This design comes from an exercise in tuning for small area, a short achievable clock period and few clock cycles on the open sky130 flow, not from production work.
Only simulation tests tie the RTL to the original design; equivalence was not proved.
Power and IR drop assume default switching activity.

## flow/design.v (module list and top-level ports; edited modules follow where they fit)
// module gefd: 767 lines
// module sq_a: 741 lines
// module sq_d: 753 lines
module gefd (
    input  wire        clk,
    input  wire        rst,
    input  wire        in_valid,
    input  wire [2:0]  in_kind,
    input  wire [3:0]  in_addr,
    input  wire [32:0] in_data,
    output wire        in_ready,
    output reg         tx_valid,
    output wire [7:0]  tx_data,
    output reg         err_valid,
    output reg  [2:0]  err_code,
    output reg  [15:0] err_info,
    output reg         cell_valid,
    output reg  [31:0] cell_data,
    output reg         frame_valid,
    output reg         frame_occ,
    output reg         frame_mot,
    output reg  [31:0] frame_cnt,
    output reg  [15:0] frame_n,
    output reg         trig_valid,
    output reg  [31:0] trig_cnt
);
  // ...
==> flow/flow/run.sh <==
#!/bin/bash
# The standard layout (standard.sh, every ORFS step unchanged) with two changes:
#  - the port buffers that placement inserts are sky130_fd_sc_hd__buf_4 cells
#    (BUFFER_PORTS_ARGS) instead of the default choice;
#  - after the placement resizing step, the flip-flops that drive output-port buffers are
#    swapped to the strongest drive of their cell and moved onto the buffer's spot
#    (flow/upsize_out.tcl); the standard
#    detailed placement that follows legalizes them.
# Each tool's full output goes to a log file here; ORFS keeps per-step logs in orfs/logs/.
set -euo pipefail
export BUFFER_PORTS_ARGS="-buffer_cell sky130_fd_sc_hd__buf_4"
export CTS_BUF_DISTANCE=300
RES="$PWD/orfs/results/${FLOW_PLATFORM}/gefd/base"
bash standard.sh "$RES/3_4_place_resized.odb" > flow_make_place.log 2>&1
UPSZ_ODB="$RES/3_4_place_resized.odb" openroad -no_init -exit flow/upsize_out.tcl > upsize_out.log 2>&1
bash standard.sh > flow_make.log 2>&1
==> flow/flow/upsize_out.tcl <==
# For each output port: the flip-flop that drives the port's buffer is swapped to the strongest
# drive of its cell (sky130_fd_sc_hd__dfxtp_1/2 -> dfxtp_4) and moved onto the buffer's spot;
# the standard detailed placement that follows legalizes it next to the buffer.
set odb_file $::env(UPSZ_ODB)
read_db $odb_file
set db [ord::get_db]
set block [ord::get_db_block]
set strong [$db findMaster sky130_fd_sc_hd__dfxtp_4]
set n 0
set moved 0
foreach bterm [$block getBTerms] {
  if {[$bterm getIoType] ne "OUTPUT"} { continue }
  set net [$bterm getNet]
  if {$net eq "NULL"} { continue }
  set buf ""
  foreach it [$net getITerms] { if {[$it isOutputSignal]} { set buf [$it getInst] } }
  if {$buf eq ""} { continue }
  foreach it [$buf getITerms] {
    if {![$it isInputSignal]} { continue }
    set n2 [$it getNet]
    if {$n2 eq "NULL"} { continue }
    # only a flip-flop that drives nothing but this buffer
    if {[llength [$n2 getITerms]] != 2} { continue }
    foreach jt [$n2 getITerms] {
      if {![$jt isOutputSignal]} { continue }
      set ff [$jt getInst]
      set m [[$ff getMaster] getName]
      if {[string match "sky130_fd_sc_hd__*df*" $m]} {
        if {$m eq "sky130_fd_sc_hd__dfxtp_1" || $m eq "sky130_fd_sc_hd__dfxtp_2"} {
          $ff swapMaster $strong
          incr n
        }
        set loc [$buf getLocation]
        $ff setLocation [lindex $loc 0] [lindex $loc 1]
        incr moved
      }
    }
  }
}
puts "upsized $n and moved $moved output flip-flops"
write_db $odb_file
==> flow/standard.sh <==
#!/bin/bash
# synth_recipe.tcl (not shown) runs the flow's synth.tcl, then flattens the netlist and writes it again
# the make line also repeats each setting of config.mk as NAME=value (left out here)
make -C /OpenROAD-flow-scripts/flow DESIGN_CONFIG=/design/flow/config.mk WORK_HOME=/design/flow/orfs CLKGATE_MAP_FILE= SYNTH_SCRIPT=/design/flow/synth_recipe.tcl "${@:-finish}"
==> flow/config.mk <==
export PLATFORM = sky130hd
export DESIGN_NAME = gefd
export DESIGN_NICKNAME = gefd
export VERILOG_FILES = /design/flow/design.v
export SDC_FILE = /design/flow/constraint.sdc
export NUM_CORES = 8
export LEC_CHECK = 0
export CAP_MARGIN = 20
export CORE_MARGIN = 2
export CORE_UTILIZATION = 55
export CTS_BUF_LIST = sky130_fd_sc_hd__clkbuf_16
export CTS_CLUSTER_DIAMETER = 100
export CTS_CLUSTER_SIZE = 24
export SLEW_MARGIN = 20
==> flow/constraint.sdc <==
create_clock -name core_clock -period 18.0 [get_ports {clk}]
set_input_delay 3.6000 -clock core_clock [delete_from_list [all_inputs] [get_ports {clk}]]
set_output_delay 3.6000 -clock core_clock [all_outputs]
set_load 0.01 [all_outputs]
==> results.json, run 1 <==
{
  "path_cells": "buf_4",
  "met2_usage_pct": 40.5,
  "drt_iter0_markers": 12553,
  "async_reset_ff_share_pct": 0,
  "final_common_cell": "dfxtp_1",
  "maxCapViolCount": 0,
  "synth.area.mux_share_pct": 4.12,
  "slowest_delay_ns": 0.35,
  "seq_share_pct": 64.8,
  "fin_setup_tns_ns": 0,
  "post_drt_wl_per_cell_um": 24.9,
  "reg2reg_depth": 13,
  "vias_per_cell": 5.59,
  "crit_fanout": 3,
  "numCtsBuffers": 329,
  "top_layer": "met5",
  "skew_ns": 0.0806,
  "setup_viol": 0,
  "slew_headroom_pct": 14.8,
  "grt_usage_pct": 26.3,
  "drc": 0,
  "final.period_utilization_pct": 28.3,
  "place_ws_ns": 12.89,
  "ff_latch_area_um2": 151000,
  "run_status": "timing/DRC/antenna clean",
  "gp_congestion": 0.963,
  "syn_inst": 16028,
  "grt_pass1_wl_um": 775000,
  "synth-simple-area-share_pct": 7.34,
  "n_fill_cell": 31061,
  "hold_slack_ns": 0.303
}
Testbench counts, summed over its fixed seeds: cycles 57,975.
==> run 2, diff against run 1 <==
--- a/flow/flow/run.sh
+++ b/flow/flow/run.sh
@@ -11,3 +11,2 @@
 export BUFFER_PORTS_ARGS="-buffer_cell sky130_fd_sc_hd__buf_4"
-export CTS_BUF_DISTANCE=300
 RES="$PWD/orfs/results/${FLOW_PLATFORM}/gefd/base"
--- a/flow/config.mk
+++ b/flow/config.mk
@@ -13,2 +13,3 @@
 export CTS_CLUSTER_SIZE = 24
+export PLACE_DENSITY = 0.5
 export SLEW_MARGIN = 20
==> run 2 against run 1 <==
Net effect:
- still clean
- worst setup slack about the same
- utilization grew 0.053 points
- global-route usage grew 1.9 points
- via count up 2.7%
- critical path type unchanged
- largest cell class unchanged
- highest routed layer unchanged
==> results.json, run 2 <==
{
  "critical_path_class": "register to primary output",
  "startpoint": "cell_data[21]$_DFF_P_",
  "post_cts_resized": 0,
  "rsz0062_at_grt": "no",
  "synth-simple-area-share_pct": 7.34,
  "slowest_delay_ns": 0.34,
  "gp_congestion": 0.999,
  "cts_hold_buf": 0,
  "cts.htree.levels": 5,
  "synth_common_cells": "dfxtp_1 (5531), edfxtp_1 (1322), nor2_1 (814)",
  "start_util_pct": 55.1,
  "cts_tree": "yes",
  "syn_inst": 16028,
  "dr_total_vias": 122686,
  "min_from": "srv[1986]$_DFF_P_",
  "drc": 0,
  "yosysWarnings": 1,
  "reg_top3": "prv: 2048 flops, srv: 2048 flops, abv: 1024 flops",
  "mostFrequentLayoutCells": "dfxtp_1 (5335), edfxtp_1 (1322), nor2_1 (773)",
  "period_needed_ns": 5.09,
  "numPortBuffers": 184,
  "die_h_um": 631,
  "async_reset_ff_share_pct": 0,
  "hpwl_um": 382000,
  "postCtsSetupBuffers": 0,
  "fin_setup_tns_ns": 0,
  "cts_sinks": 6853,
  "final_nets": 16908,
  "ant_nets": 0,
  "yosysMostFrequentCell": "dfxtp_1",
  "final.period_utilization_pct": 28.3,
  "run_status": "timing/DRC/antenna clean",
  "seq_area_frac_synth_pct": 69.7,
  "post_drt_wl_per_cell_um": 26.6,
  "cts_max_path_buffers": 4,
  "antenna_found_initial": 58,
  "crit_fanout": 1,
  "synthAdderAreaFrac_pct": 6.32,
  "grt_usage_pct": 28.2,
  "core_region_area_um2": 392000,
  "synth-edff-count": 1322,
  "num_rows": 230,
  "grt_overflow_total": 0,
  "setup_viol": 0,
  "synth_top_area_cell": "dfxtp_1",
  "p_leak_nw": 91.8,
  "die_w_um": 631,
  "drive_above_1_share_pct": 11.2,
  "cts.clk_slew.worst_paths_ns": 0.09,
  "synth.distinct_cells": 104,
  "synth_xor_area_share_pct": 2.08,
  "worstSkewPairLatency_ns": 1.01,
  "vias_per_cell": 5.74,
  "finalWorstSetupSlack_ns": 12.91,
  "required_ns": 14.40,
  "start_kind": "register",
  "synth_top_family_by_area": "compound AO/OA/AOI/OAI gates",
  "dieArea_um2": 398000,
  "synthesis.area_um2": 216000,
  "final_common_cell": "dfxtp_1",
  "slew_headroom_pct": 16.1,
  "grt_pass1_wl_um": 829000,
  "first_pass_iters": 11,
  "area_delta_synth_final_pct": 8.01,
  "ys_ff_latch": 6853,
  "routed_wl_um": 569000,
  "reg2reg_from": "w_s[1]$_DFF_P_",
  "tightest_slew_ns": 1.26,
  "synth_top_area_share_pct": 51.3,
  "grt_pass1_vias": 122084,
  "path_buf_inv": 1,
  "io_pins": 190,
  "syn_area_per_cell_um2": 13.5,
  "grt_start_max_net_pins": 130,
  "vdd_drop_max_mv": 0.0797,
  "p_per_area_nw_per_um2": 107,
  "final-max-slew-violation-count": 0,
  "path_cells": "buf_4",
  "skew_ns": 0.0892,
  "synth_compound_area_share_pct": 8.04,
  "place_ws_ns": 13.39,
  "synth.area.mux_share_pct": 4.12,
  "maxCapViolCount": 0,
  "critPathSlowestCell": "dfxtp_4",
  "drt_iter0_markers": 12745,
  "ys.flop_type": "dfxtp_1",
  "hold_viol": 0,
  "max_freq_mhz": 196,
  "hold_slack_ns": 0.278,
  "numCtsBuffers": 331,
  "cts-root-buf": "clkbuf_16",
  "endpoint_kind": "primary output",
  "cp.arrival_ns": 1.49,
  "holdCritPathClass": "register to register",
  "ys_top_cells_by_area": "dfxtp_1 (51%), edfxtp_1 (18%), mux2_2 (3.5%), fa_1 (3.4%), ha_1 (2.9%)",
  "critical_path.top_delay_family": "flip-flops"
}
==> run 2: cell count changes in the layout (fill, tap and decap cells not counted), sizes merged <==
cell	previous run	this run
clkinv	21	29
diode	14	9
bufinv	0	1
clkbuf	338	342
buf	428	420
inv	699	709
==> run 2: area by class of cell <==
| class | instances | area, um2 |
|---|---|---|
| diodes | 9 | 22.5 |
| clock buffers | 340 | 8510 |
| clock inverters | 140 | 1050 |
| fillers | 30539 | 158000 |
| inverters | 599 | 2250 |
| multi-input cells | 7791 | 60600 |
| flip-flops and latches | 6853 | 151000 |
| well taps | 5220 | 6530 |
| repair buffers | 422 | 3250 |
==> run 2: per-layer routing <==
layer	vias to the layer above	part of all wire, %	global-route usage (%)
li1	55226	-	-
met1	60645	42	38.7
met2	5453	44	43.3
met3	1324	9.2	6.41
met4	38	4.9	11.5
met5	-	0.046	0.0604
==> run 2: worst paths after layout <==
check / to / slack [ns] / depth (start not counted)
setup / recovery: cell_data[21] / 12.91 / 1
hold / removal: srv[2018]$_DFF_P_ / 0.28 / 0
setup reg to reg: racc[75]$_DFFE_PP_ / 13.32 / 12
hold reg to reg: srv[2018]$_DFF_P_ / 0.28 / 0
==> run 2: metrics by stage <==
stage | util, % | std cells | instance area (um2) | power [mW]
5_1_grt | 59.5 | 21367 | 233000 | 25.7
2_1_floorplan | - | 16031 | 216000 | 16.7
6_report | 59.6 | 21374 | 233000 | 24.9
4_1_cts | 59.5 | 21359 | 233000 | 25.0
3_3_place_gp | 56.9 | 20876 | 223000 | 17.0
3_5_place_dp | 57.1 | 20879 | 224000 | 17.0
==> run 2: where the power goes <==
group	switching (mW)	internal [mW]
Clock	4.74	3.49
Combinational	0.384	0.276
Sequential	0.243	15.7
Total	5.37	19.5
==> run 2: cells by family (layout without fill, tap and decap cells) <==
family | Yosys count | count (layout)
simple gates | 3155 | 3155
other cells | 2 | 14
xor+xnor | 514 | 514
compound gates | 2446 | 2446
fa+ha+maj | 867 | 867
flops | 6853 | 6853
mux | 804 | 804
buf+inv | 1387 | 1501
==> run 3, diff against run 2 <==
--- a/flow/config.mk
+++ b/flow/config.mk
@@ -13,3 +13,3 @@
 export CTS_CLUSTER_SIZE = 24
-export PLACE_DENSITY = 0.5
+export PLACE_DENSITY = 0.75
 export SLEW_MARGIN = 20
==> run 3 against run 2 <==
Net effect:
- the layout now fails its checks (antenna rules)
- sequential power hardly changed
- critical path depth stayed put
- routed wire length is 4.3% lower
- clock skew is 0.025 ns lower
- die area stayed put
- synthesized cell count stayed put
- synthesized area stayed put
- utilization hardly changed
- worst setup slack worse by 0.12 ns
- combinational power is 4.2% lower
- clock power is 0.6% higher
==> results.json, run 3 <==
{
  "reg_top3": "prv: 2048 flops, srv: 2048 flops, abv: 1024 flops",
  "num_rows": 230,
  "dr_total_vias": 122935,
  "drive_above_1_share_pct": 10.9,
  "ant_nets": 1,
  "cts_tree": "yes",
  "place_ws_ns": 12.54,
  "yosysWarnings": 1,
  "cts_hold_buf": 0,
  "start_kind": "register",
  "path_buf_inv": 1,
  "cp.arrival_ns": 1.61,
  "critical_path.top_delay_family": "flip-flops",
  "die_h_um": 631,
  "drt_iter0_markers": 14836,
  "dieArea_um2": 398000,
  "gp_congestion": 0.990,
  "ys_ff_latch": 6853,
  "synth_top_area_cell": "dfxtp_1",
  "postCtsSetupBuffers": 0,
  "rsz0062_at_grt": "no",
  "cts-root-buf": "clkbuf_16",
  "numPortBuffers": 184,
  "core_region_area_um2": 392000,
  "numCtsBuffers": 332,
  "grt_usage_pct": 26.8,
  "maxCapViolCount": 0,
  "vdd_drop_max_mv": 0.112,
  "skew_ns": 0.0639,
  "dp_cells": 20873,
  "ys_top_cells_by_area": "dfxtp_1 (51%), edfxtp_1 (18%), mux2_2 (3.5%), fa_1 (3.4%), ha_1 (2.9%)",
  "ys.flop_type": "dfxtp_1",
  "synthesis.area_um2": 216000,
  "async_reset_ff_share_pct": 0,
  "holdCritPathClass": "register to register",
  "synth.distinct_cells": 104,
  "first_pass_iters": 10,
  "grt_pass1_vias": 120954,
  "layout.cells.non_filler": 21398,
  "synth_common_cells": "dfxtp_1 (5531), edfxtp_1 (1322), nor2_1 (814)",
  "routed_wl_um": 545000,
  "cts_max_path_buffers": 4,
  "synth-edff-count": 1322,
  "final.period_utilization_pct": 28.9,
  "start_util_pct": 55.1,
  "final-max-slew-violation-count": 0,
  "violations": "antenna rules",
  "fin_area_um2": 233000,
  "area_delta_synth_final_pct": 7.95,
  "io_pins": 190,
  "syn_area_per_cell_um2": 13.5,
  "max_freq_mhz": 192,
  "mostFrequentLayoutCells": "dfxtp_1 (5356), edfxtp_1 (1322), nor2_1 (793)",
  "synth_top_area_share_pct": 51.3,
  "p_leak_nw": 91.8,
  "finalWorstSetupSlack_ns": 12.79,
  "cts_sinks": 6853,
  "worstSkewPairLatency_ns": 1.02,
  "critical_path_class": "register to primary output",
  "cts.htree.levels": 5,
  "dpl_cell_area_um2": 223000,
  "vias_per_cell": 5.75,
  "reg2reg_slack_ns": 12.92,
  "period_needed_ns": 5.21,
  "slew_headroom_pct": 12.6,
  "final_nets": 16901,
  "required_ns": 14.40,
  "die_w_um": 631,
  "post_cts_resized": 0,
  "fin_setup_tns_ns": 0,
  "syn_inst": 16028,
  "tightest_slew_ns": 1.31,
  "final_common_cell": "dfxtp_1",
  "grt_overflow_total": 0,
  "cts.clk_slew.worst_paths_ns": 0.10,
  "seq_area_frac_synth_pct": 69.7,
  "run_status": "finished with violations",
  "critPathSlowestCell": "dfxtp_1",
  "antenna_found_initial": 29,
  "post_drt_wl_per_cell_um": 25.5,
  "hpwl_um": 351000,
  "p_per_area_nw_per_um2": 107,
  "endpoint_kind": "primary output",
  "grt_pass1_wl_um": 796000,
  "slowest_delay_ns": 0.40,
  "crit_fanout": 3,
  "grt_start_max_net_pins": 129,
  "setup_viol": 0,
  "hold_viol": 0,
  "yosysMostFrequentCell": "dfxtp_1",
  "drc": 0,
  "path_cells": "buf_4"
}
-- run 3: cell counts after synthesis --
No cell type changed its count.
-- run 3: kinds of logic after synthesis --
group / synth area share [%]
AND/OR/NAND/NOR: 7.34
XOR/XNOR: 2.08
AO/OA/AOI/OAI: 8.04
multiplexers: 4.12
buffers and inverters: 2.44
other: 0.00348
adder cells (fa/ha/maj): 6.32
flip-flops: 69.7
-- run 3: worst register-to-register path, cell delays in order (launching register included) --
cell,delay [ns]
edfxtp_1,0.53
ha_1,0.34
a21o_1,0.16
a21oi_1,0.29
o21bai_1,0.10
a21oi_1,0.31
xor2_1,0.97
nand2_1,0.86
nor2_1,1.13
-- run 3: final timing paths --
path                            start  depth (start not counted)                  to
setup reg to reg    fidx[2]$_DFFE_PP_                          8  abv[734]$_DFFE_PP_
hold reg to reg     prv[1286]$_DFF_P_                          0   prv[1318]$_DFF_P_
hold / removal      prv[1286]$_DFF_P_                          0   prv[1318]$_DFF_P_
setup / recovery  in_rdy$_SDFFE_PP1P_                          1            in_ready
-- run 3: per-stage QoR --
step / util (%) / hold slack [ns] / power, mW
floorplan: - / 0.310 / 16.7
global placement: 56.9 / 0.309 / 16.9
detailed placement: 57.0 / 0.312 / 16.9
CTS: 59.5 / 0.278 / 25.0
global route: 59.5 / 0.295 / 25.6
finish: 59.5 / 0.290 / 24.9
-- run 3: final cells by class --
| cell class | count | area (um2) |
|---|---|---|
| Tap cell | 5220 | 6530 |
| Multi-Input combinational cell | 7791 | 60500 |
| Clock inverter | 141 | 1120 |
| Antenna cell | 43 | 108 |
| Clock buffer | 337 | 8430 |
| Inverter | 599 | 2250 |
| Fill cell | 29367 | 159000 |
| Sequential cell | 6853 | 151000 |
| Timing Repair Buffer | 414 | 3160 |
-- run 3: power by group --
| part | switching (mW) | internal, mW |
|---|---|---|
| combinational | 0.357 | 0.275 |
| sequential | 0.224 | 15.7 |
| clock | 4.82 | 3.47 |
-- run 3: routing by layer --
metal  GRT usage [%]  vias to the layer above  routed length [um]
li1                -                    55234                   -
met1            35.0                    59973              213000
met2            41.6                     6204              242000
met3            6.72                     1500               56200
met4            13.8                       24               32900
met5               0                        -                 174
==> run 4, diff against run 3 <==
--- a/flow/config.mk
+++ b/flow/config.mk
@@ -13,3 +13,2 @@
 export CTS_CLUSTER_SIZE = 24
-export PLACE_DENSITY = 0.75
 export SLEW_MARGIN = 20
==> run 4 against run 3 <==
Net effect:
- now clean on timing, DRC and antenna
- synthesized area unchanged
- flip-flop and latch count unchanged
- power down 0.58%
- largest cell class unchanged
- largest power group unchanged
==> results.json, run 4 <==
{
  "run_status": "timing/DRC/antenna clean",
  "synthesis.area_um2": 216000,
  "cts_sinks": 6853,
  "p_per_area_nw_per_um2": 106,
  "drive_above_1_share_pct": 11.2,
  "die_w_um": 631,
  "seq_area_frac_synth_pct": 69.7,
  "vias_per_cell": 5.59,
  "utilization_pct": 59.5,
  "holdCritPathClass": "register to register",
  "synth_common_cells": "dfxtp_1 (5531), edfxtp_1 (1322), nor2_1 (814)",
  "slowest_delay_ns": 0.35,
  "multi_input_area_um2": 60500,
  "cts.clk_slew.worst_paths_ns": 0.10,
  "syn_inst": 16028,
  "hold_viol": 0,
  "hpwl_um": 355000,
  "ys_top_cells_by_area": "dfxtp_1 (51%), edfxtp_1 (18%), mux2_2 (3.5%), fa_1 (3.4%), ha_1 (2.9%)",
  "skew_ns": 0.0806,
  "n_fill_cell": 31061,
  "mostFrequentLayoutCells": "dfxtp_1 (5331), edfxtp_1 (1322), nor2_1 (778)",
  "slew_headroom_pct": 14.8,
  "period_needed_ns": 5.09,
  "worstSkewPairLatency_ns": 1.00,
  "synth_top_area_cell": "dfxtp_1",
  "cts_hold_buf": 0,
  "fin_setup_tns_ns": 0,
  "total_power_mw": 24.7,
  "final-max-slew-violation-count": 0,
  "synth-edff-count": 1322,
  "crit_fanout": 3,
  "ant_nets": 0,
  "area_delta_synth_final_pct": 7.91,
  "die_h_um": 631,
  "gp_congestion": 0.963,
  "post_drt_wl_per_cell_um": 24.9,
  "yosysWarnings": 1,
  "required_ns": 14.40,
  "place_ws_ns": 12.89,
  "ys_ff_latch": 6853,
  "reg_top3": "prv: 2048 flops, srv: 2048 flops, abv: 1024 flops",
  "numPortBuffers": 184,
  "cts_tree": "yes",
  "combPwrFrac_pct": 2.6,
  "synth_top_area_share_pct": 51.3,
  "final_nets": 16914,
  "path_buf_inv": 1,
  "clock_power_share_pct": 32.9,
  "maxCapViolCount": 0,
  "vdd_drop_max_mv": 0.0896,
  "path_cells": "buf_4",
  "dieArea_um2": 398000,
  "tightest_slew_ns": 1.27,
  "drt_iter0_markers": 12553,
  "p_leak_nw": 91.7,
  "cts-root-buf": "clkbuf_16",
  "drc": 0,
  "dr_total_vias": 119438,
  "post_cts_resized": 0,
  "antenna_found_initial": 38,
  "ff_latch_area_um2": 151000,
  "routed_wl_um": 532000,
  "grt_overflow_total": 0,
  "setup_viol": 0,
  "num_rows": 230,
  "start_kind": "register",
  "cp.arrival_ns": 1.49,
  "power_switching_mw": 5.29,
  "critPathSlowestCell": "dfxtp_1",
  "synth.distinct_cells": 104,
  "critical_path_class": "register to primary output",
  "pwr-share-seq_pct": 64.5,
  "rsz0062_at_grt": "no",
  "p_sw_share_pct": 21.4,
  "async_reset_ff_share_pct": 0,
  "start_util_pct": 55.1,
  "yosysMostFrequentCell": "dfxtp_1",
  "syn_area_per_cell_um2": 13.5,
  "numCtsBuffers": 329,
  "postCtsSetupBuffers": 0,
  "grt_usage_pct": 26.3,
  "final.period_utilization_pct": 28.3,
  "finalWorstSetupSlack_ns": 12.91,
  "p_int_mw": 19.4,
  "cts_max_path_buffers": 4,
  "grt_start_max_net_pins": 128,
  "final_common_cell": "dfxtp_1",
  "critical_path.top_delay_family": "flip-flops",
  "grt_pass1_vias": 113592,
  "io_pins": 190,
  "endpoint_kind": "primary output",
  "grt_pass1_wl_um": 775000,
  "cts.htree.levels": 5,
  "max_freq_mhz": 196,
  "core_region_area_um2": 392000,
  "ys.flop_type": "dfxtp_1",
  "first_pass_iters": 10
}
[run 4: cell counts after synthesis]
No cell type changed its count.
[run 4: metrics by stage]
stage               cell area [um2]  hold slack, ns  instances
floorplan                    216000           0.310      16031
global placement             223000           0.310      20885
detailed placement           224000           0.312      20886
CTS                          233000           0.275      21343
global route                 233000           0.280      21352
finish                       233000           0.303      21364
[run 4: routing by layer]
metal | up-vias | global-route usage, % | wire (um)
li1 | 55257 | - | -
met1 | 58751 | 37.2 | 232000
met2 | 4407 | 40.5 | 233000
met3 | 1005 | 5.10 | 43900
met4 | 18 | 9.26 | 22100
met5 | - | 0 | 103
[run 4: cell families after synthesis]
logic type,share of synthesized area (%)
flops,69.7
simple gates,7.34
compound gates,8.04
buf+inv,2.44
fa+ha+maj,6.32
mux,4.12
xor+xnor,2.08
other cells,0.00348
[run 4: worst paths after layout]
check	from	end	slack, ns	depth (start not counted)
max	in_rdy$_SDFFE_PP1P_	in_ready	12.91	1
min reg2reg	prv[620]$_DFF_P_	prv[652]$_DFF_P_	0.30	0
max reg2reg	e_d[4]$_DFF_P_	pktcnt[26]$_SDFFE_PP0P_	13.15	13
min	prv[620]$_DFF_P_	prv[652]$_DFF_P_	0.30	0
[run 4: power by group through the flow]
stage	Sequential, mW	Combinational [mW]	Clock [mW]
floorplan	16.2	0.518	0
global placement	16.3	0.618	0
detailed placement	16.3	0.623	0
CTS	15.9	0.628	8.34
global route	16.0	0.705	8.88
finish	15.9	0.633	8.13
[run 4: cell type report]
type                    count  share of cell area (%)
well taps                5220                    2.80
repair buffers            430                    1.42
diodes                     14                  0.0150
inverters                 599                   0.965
multi-input cells        7791                    26.0
clock buffers             336                    3.61
flip-flops and latches   6853                    64.8
clock inverters           121                   0.391
==> run 5, diff against run 4 <==
==> flow/run.sh (new file) <==
#!/bin/bash
# synth_recipe.tcl (not shown) runs the flow's synth.tcl, then flattens the netlist and writes it again
# the make line also repeats each setting of config.mk as NAME=value (left out here)
make -C /OpenROAD-flow-scripts/flow DESIGN_CONFIG=/design/flow/config.mk WORK_HOME=/design/flow/orfs CLKGATE_MAP_FILE= SYNTH_SCRIPT=/design/flow/synth_recipe.tcl finish
removed: flow/flow/run.sh
removed: flow/flow/upsize_out.tcl
removed: flow/standard.sh
==> run 5 against run 4 <==
Net effect:
- still clean on timing, DRC and antenna
- die area is the same
- global-route usage grew 1.6 points
- flip-flop and latch count is the same
- clock skew shrank 0.0089 ns
- non-clock buffer count grew 4
- register-to-register slack lost 0.32 ns
- power grew 0.21%
- routed wire length grew 6.2%
- clock power is essentially flat
- largest power group unchanged
==> results.json, run 5 <==
{
  "postCtsSetupBuffers": 0,
  "critical_path.top_delay_family": "buffers and inverters",
  "cts_sinks": 6853,
  "grt_overflow_total": 0,
  "utilization_pct": 59.5,
  "cts.clk_slew.worst_paths_ns": 0.10,
  "final_common_cell": "dfxtp_1",
  "die_w_um": 631,
  "holdCritPathClass": "register to register",
  "synthesis.area_um2": 216000,
  "reg2reg_depth": 13,
  "p_leak_nw": 91.3,
  "async_reset_ff_share_pct": 0,
  "cts_hold_buf": 0,
  "dr_total_vias": 122388,
  "ys_ff_latch": 6853,
  "p_per_area_nw_per_um2": 106,
  "numCtsBuffers": 329,
  "grt_start_max_net_pins": 133,
  "synth_top_area_share_pct": 51.3,
  "reg2reg_slack_ns": 12.83,
  "worstHoldEndpoint": "srv[187]$_DFF_P_",
  "drt_iter0_markers": 13696,
  "crit_fanout": 1,
  "worstSkewPairLatency_ns": 0.99,
  "critical_path_class": "register to primary output",
  "tightest_slew_ns": 1.29,
  "path_buf_inv": 1,
  "skew_ns": 0.0718,
  "setup_viol": 0,
  "syn_area_per_cell_um2": 13.5,
  "reg2reg_from": "e_d[4]$_DFF_P_",
  "syn_inst": 16028,
  "final-max-slew-violation-count": 0,
  "drive_above_1_share_pct": 9.29,
  "period_needed_ns": 5.52,
  "yosysMostFrequentCell": "dfxtp_1",
  "n_fill_cell": 30644,
  "antenna_found_initial": 58,
  "cp.arrival_ns": 1.92,
  "ys.flop_type": "dfxtp_1",
  "critPathSlowestCell": "clkdlybuf4s50_1",
  "final_nets": 16918,
  "post_cts_resized": 0,
  "drc": 0,
  "seq_area_frac_synth_pct": 69.7,
  "slowest_delay_ns": 0.56,
  "max_freq_mhz": 181,
  "hold_depth": 0,
  "grt_pass1_wl_um": 823000,
  "synth_top_area_cell": "dfxtp_1",
  "yosysWarnings": 1,
  "cp.depth": 1,
  "area_delta_synth_final_pct": 7.88,
  "cts-root-buf": "clkbuf_16",
  "grt_usage_pct": 27.9,
  "die_h_um": 631,
  "slew_headroom_pct": 13.7,
  "r2r-end": "pktcnt[28]$_SDFFE_PP0P_",
  "synth_common_cells": "dfxtp_1 (5531), edfxtp_1 (1322), nor2_1 (814)",
  "fin_setup_tns_ns": 0,
  "run_status": "timing/DRC/antenna clean",
  "rsz0062_at_grt": "no",
  "numPortBuffers": 184,
  "layout.cells.non_filler": 21376,
  "synth-edff-count": 1322,
  "grt_pass1_vias": 121383,
  "post_drt_wl_per_cell_um": 26.4,
  "dieArea_um2": 398000,
  "cts_tree": "yes",
  "maxCapViolCount": 0,
  "start_util_pct": 55.1,
  "mostFrequentLayoutCells": "dfxtp_1 (5472), edfxtp_1 (1322), nor2_1 (774)",
  "reg_top3": "prv: 2048 flops, srv: 2048 flops, abv: 1024 flops",
  "path_cells": "clkdlybuf4s50_1",
  "vias_per_cell": 5.73,
  "min_from": "srv[155]$_DFF_P_",
  "vdd_drop_max_mv": 0.0902,
  "required_ns": 14.40,
  "ys_top_cells_by_area": "dfxtp_1 (51%), edfxtp_1 (18%), mux2_2 (3.5%), fa_1 (3.4%), ha_1 (2.9%)",
  "core_region_area_um2": 392000,
  "first_pass_iters": 11,
  "synth.distinct_cells": 104,
  "dp_cells": 20894,
  "ant_nets": 0,
  "gp_congestion": 0.992,
  "endpoint_kind": "primary output",
  "hold_slack_ns": 0.304,
  "final.period_utilization_pct": 30.7,
  "hpwl_um": 379000,
  "cts_max_path_buffers": 4,
  "routed_wl_um": 565000,
  "hold_viol": 0,
  "start_kind": "register",
  "io_pins": 190,
  "cts.htree.levels": 5,
  "num_rows": 230
}
-- run 5: cell counts after synthesis --
No cell type changed its count.
-- run 5: cell type report --
class / count / area (um2) / share of cell area, %
clock buffers: 336 / 8410 / 3.61
repair buffers: 434 / 3760 / 1.61
well taps: 5220 / 6530 / 2.80
flip-flops and latches: 6853 / 151000 / 64.6
clock inverters: 123 / 868 / 0.373
inverters: 599 / 2250 / 0.966
multi-input cells: 7791 / 60600 / 26.0
diodes: 20 / 50.0 / 0.0215
-- run 5: report_power, final --
group	total (mW)	internal [mW]	switching (mW)
clock network	8.12	3.44	4.68
registers	16.0	15.7	0.246
logic	0.666	0.280	0.386
-- run 5: through the flow --
stage	power (mW)	worst slack, ns	instance area, um2
2_1_floorplan	16.7	13.22	216000
3_3_place_gp	17.0	12.91	224000
3_5_place_dp	17.0	12.87	224000
4_1_cts	24.9	12.36	233000
5_1_grt	25.6	12.40	233000
6_report	24.8	12.48	233000
-- run 5: worst max-delay path by stage --
| stage | startpoint | to | slack [ns] |
|---|---|---|---|
| 2_1_floorplan | e_d[4]$_DFF_P_ | pktcnt[25]$_SDFFE_PP0P_ | 13.22 |
| 6_report | tx_valid$_SDFF_PP0_ | tx_valid | 12.48 |
| 4_1_cts | tx_valid$_SDFF_PP0_ | tx_valid | 12.36 |
| 3_3_place_gp | rst | s1_last$_SDFF_PP0_ | 12.91 |
| 5_1_grt | tx_valid$_SDFF_PP0_ | tx_valid | 12.40 |
| 3_5_place_dp | e_d[4]$_DFF_P_ | pktcnt[30]$_SDFFE_PP0P_ | 12.87 |
-- run 5: cells by family after synthesis --
group / after synthesis / share of synthesized area (%)
flip-flops: 6853 / 69.7
buffers and inverters: 1387 / 2.44
AO/OA/AOI/OAI: 2446 / 8.04
AND/OR/NAND/NOR: 3155 / 7.34
XOR/XNOR: 514 / 2.08
adder cells (fa/ha/maj): 867 / 6.32
multiplexers: 804 / 4.12
other: 2 / 0.00348
-- run 5: metal layers --
layer	GRT usage [%]	vias to the layer above	share of wire [%]
met3	5.21	1199	8.4
met5	0	-	0.033
met1	38.8	60735	43
met4	11.4	26	4.6
met2	43.3	5205	44
li1	-	55223	-

-- static timing again, ports no longer ideal --
The flow's constraints put no driver on any port. The routed layouts listed below were extracted and timed again, unchanged, in two steps.
Step 1 sets driving cells, clkbuf_16 on the clock port and buf_2 on the other inputs (assumed; they add their load-dependent delay and slew).
Step 2 moves the port delays by t, midway between the first and last clock arrival at a register: inputs arrive t later, outputs are due t later. That takes back most of the time a late clock gives input paths.
Slacks: ideal ports / drivers / drivers and shift; pairs: ideal ports / drivers.
run | shift t [ns] | slack for setup (ns) | worst hold slack (ns)
run 1 | 1.074 | 12.909 / 12.789 / 12.828 | 0.303 / 0.303 / 0.303
run 2 | 1.087 | 12.909 / 12.792 / 13.231 | 0.278 / 0.278 / 0.278
run 3 | 1.105 | 12.790 / 12.666 / 12.451 | 0.290 / 0.290 / 0.290
run 4 | 1.074 | 12.909 / 12.789 / 12.828 | 0.303 / 0.303 / 0.303
run 5 | 1.071 | 12.483 / 12.365 / 12.827 | 0.304 / 0.304 / 0.304
The setup slack of run 3, which loses most, moves by -0.124 ns with the drivers and by -0.339 ns with both steps.
